Context: an optimization exercise on an open-source flow, tuned for small area, a short achievable clock period and few clock cycles per item. The choices shown serve that exercise and are no tape-out recipe.
In this exercise RTL edits were held to simulation tests only and were not proved equivalent to the original.
Power figures rest on the tool's default switching activity, not on a simulated workload.

Design olivia_fec_decoder, start of the top module:
module olivia_fec_decoder (
    input  wire        clk,
    input  wire        rst,
    input  wire        in_valid,
    output wire        in_ready,
    input  wire [3:0]  in_bps,
    input  wire [47:0] in_soft,
    output wire        out_valid,
    input  wire        out_ready,
    output wire [6:0]  out_char,
    output wire [2:0]  out_index,
    output wire [11:0] out_peak,
    output wire        out_last
);
Size: about 10000 cells after synthesis, about 4300 flip-flops, roughly 81 I/O pins, about 130000 sq um of cells after synthesis.
export LEC_CHECK = 0
export CAP_MARGIN = 10
export CORE_MARGIN = 2
export CORE_UTILIZATION = 45
export PLACE_DENSITY = 0.65
export SLEW_MARGIN = 10
create_clock -name core_clock -period 10.0 [get_ports {clk}]
standard.sh (not shown) runs the stock make flow with config.mk's settings and CLKGATE_MAP_FILE= SYNTH_SCRIPT=/design/flow/synth_recipe.tcl, a recipe that flattens the netlist after the stock synthesis.
==> flow/flow/run.sh <==
#!/bin/bash
# Standard layout with: buf_4 port buffers, no dummy clock loads, clock sink clusters of up to 28 sinks within 60 um,
# and timing repair aiming for 6.9 ns of setup slack.
set -euo pipefail
export BUFFER_PORTS_ARGS="-buffer_cell sky130_fd_sc_hd__buf_4"
export CTS_ARGS="-sink_clustering_enable -repair_clock_nets -dont_use_dummy_load -sink_clustering_size 28 -sink_clustering_max_diameter 60"
export SETUP_SLACK_MARGIN=6.9
bash standard.sh > standard.log 2>&1
Testbench counts at the start, summed over its fixed seeds: cycles 35,440, chars 1,720.
Rerun with:
CORE_UTILIZATION = 35   (was 45)
PLACE_DENSITY = 0.55   (was 0.65)
Area after synthesis does not change. Utilization decreases by 10 points. Clock-buffer cell count is higher by 61. Via count barely changes. Power went up by about 3%. First-iteration DRC count came out higher by 4.4%. Routed wire length rises by 6.2%. Global-route usage came out lower by 3.3 points. Clock skew decreases by 19 ps.
Rerun with:
==> flow/flow/run.sh (replaced) <==
#!/bin/bash
# Standard layout with: buf_4 port buffers, no dummy clock loads, clock sink clusters of up to 28 sinks within 60 um,
# and timing repair aiming for 7.0 ns of setup slack.
set -euo pipefail
export BUFFER_PORTS_ARGS="-buffer_cell sky130_fd_sc_hd__buf_4"
export CTS_ARGS="-sink_clustering_enable -repair_clock_nets -dont_use_dummy_load -sink_clustering_size 28 -sink_clustering_max_diameter 60"
export SETUP_SLACK_MARGIN=7.0
bash standard.sh > standard.log 2>&1
CAP_MARGIN = 40   (was 10)
CORE_UTILIZATION = 50   (was 35)
PLACE_DENSITY = 0.68   (was 0.55)
SLEW_MARGIN = 20   (was 10)
Effect:
- design area goes down by 2.0%
- sequential share of layout area goes up by 1.2 points
- hold slack improved by 40 ps
- wire length goes down by 5.1%
- total power goes down by 3.0%
Rerun with:
==> flow/flow/run.sh (replaced) <==
#!/bin/bash
# Standard layout with: buf_4 port buffers, no dummy clock loads, clock sink clusters of up to 28 sinks within 60 um,
# and timing repair aiming for 6.9 ns of setup slack.
set -euo pipefail
export BUFFER_PORTS_ARGS="-buffer_cell sky130_fd_sc_hd__buf_4"
export CTS_ARGS="-sink_clustering_enable -repair_clock_nets -dont_use_dummy_load -sink_clustering_size 28 -sink_clustering_max_diameter 60"
export SETUP_SLACK_MARGIN=6.9
bash standard.sh > standard.log 2>&1
CORE_UTILIZATION = 45   (was 50)
PLACE_DENSITY = 0.65   (was 0.68)
=> Non-clock buffer count is higher by 27; clock power falls by about 0.9%; cell area hardly moves; routed wire length drops by 0.74%.
Rerun with:
CAP_MARGIN = 10   (was 40)
CORE_UTILIZATION = 55   (was 45)
PLACE_DENSITY = 0.75   (was 0.65)
SLEW_MARGIN = 10   (was 20)
The changed run produced a clean layout.
Critical path depth is unchanged.
Maximum frequency is lower by 0.53%.
Routed wire length increases by 2.4%.
Via count is higher by 1.2%.
Area after synthesis stays the same.
Worst setup slack got worse by 18 ps.
Synthesized cell count stays the same.
Worst hold slack gets better by 12 ps.
Final area goes down by 1.1%.
Global-route usage grows by 4.4 points.

* * *

olivia_fec_decoder, a different RTL version from the one above (not shown whole).
Size in the first run: about 10000 cells after synthesis, roughly 4400 flip-flops, ~81 I/O pins, ~130000 um2 of cells after synthesis.
Settings: LEC_CHECK=0, CAP_MARGIN=40, CORE_MARGIN=2, CORE_UTILIZATION=45, PLACE_DENSITY=0.65, SLEW_MARGIN=20; clock period 10.0 ns.
==> flow/flow/run.sh <==
#!/bin/bash
# Standard layout with: buf_4 port buffers, no dummy clock loads, clock sink clusters of up to 28 sinks within 60 um,
# and timing repair aiming for 6.8 ns of setup slack.
set -euo pipefail
export BUFFER_PORTS_ARGS="-buffer_cell sky130_fd_sc_hd__buf_4"
export CTS_ARGS="-sink_clustering_enable -repair_clock_nets -dont_use_dummy_load -sink_clustering_size 28 -sink_clustering_max_diameter 60"
export SETUP_SLACK_MARGIN=6.8
bash standard.sh > standard.log 2>&1
Testbench counts at the start, summed over its fixed seeds: cycles 35,472, chars 1,720.
==> next run, changes <==
CORE_UTILIZATION = 35   (was 45)
PLACE_DENSITY = 0.55   (was 0.65)
Maximum frequency goes up slightly.
Sequential share of layout area drops by 1.1 points.
Sequential power stays flat.
Die area grows by a quarter to a third.
Core utilization shrinks by 10 points.
Hold slack gains 0.031 ns.
Non-clock buffer count climbs by 3.
Register-to-register slack is worse by 0.05 ns.
==> next run, changes <==
==> flow/flow/run.sh (replaced) <==
#!/bin/bash
# Standard layout with: buf_4 port buffers, no dummy clock loads, clock sink clusters of up to 32 sinks within 64 um,
# and timing repair aiming for 6.8 ns of setup slack.
set -euo pipefail
export BUFFER_PORTS_ARGS="-buffer_cell sky130_fd_sc_hd__buf_4"
export CTS_ARGS="-sink_clustering_enable -repair_clock_nets -dont_use_dummy_load -sink_clustering_size 32 -sink_clustering_max_diameter 64"
export SETUP_SLACK_MARGIN=6.8
bash standard.sh > standard.log 2>&1
The new run produced a clean layout.
Non-clock buffer count rises by 2.
Final cell count falls slightly.
Setup slack degrades by 0.033 ns.
Wire length falls slightly.
Register-to-register slack stays flat.

[static timing again, ports no longer ideal]
The results above use ideal ports. As a check the final layouts listed here were re-extracted and re-timed, cells and wires unchanged.
Step 1 assumes that a clkbuf_16 drives the clock port and a buf_2 every other input.
Step 2 also shifts input and output timing later by t, the mid clock arrival at the registers, as if the neighbouring blocks saw the same clock.
Three values: no drivers, after step 1, after step 2; two values: the first two.
| run | t (ns) | slack for setup (ns) | worst data-port slew with drivers (ns) |
|---|---|---|---|
| the first run of note 1 | 0.966 | 6.670 / 6.573 / 6.020 | 0.20 |
| the second run of note 1 | 0.942 | 6.655 / 6.561 / 6.106 | 0.22 |
| the third run of note 1 | 0.958 | 6.598 / 6.509 / 6.106 | 0.09 |
| the fourth run of note 1 | 0.963 | 6.636 / 6.538 / 6.048 | 0.21 |
| the fifth run of note 1 | 0.947 | 6.618 / 6.524 / 6.027 | 0.11 |
| the first run of note 2 | 0.945 | 6.561 / 6.470 / 6.026 | 0.06 |
| the second run of note 2 | 0.946 | 6.595 / 6.497 / 5.934 | 0.16 |
| the third run of note 2 | 0.975 | 6.562 / 6.460 / 5.879 | 0.16 |
After both steps setup and hold are still met in every run listed. For the third run of note 2, which loses most, drivers alone change the setup slack by -0.102 ns; drivers and shift together by -0.683 ns.
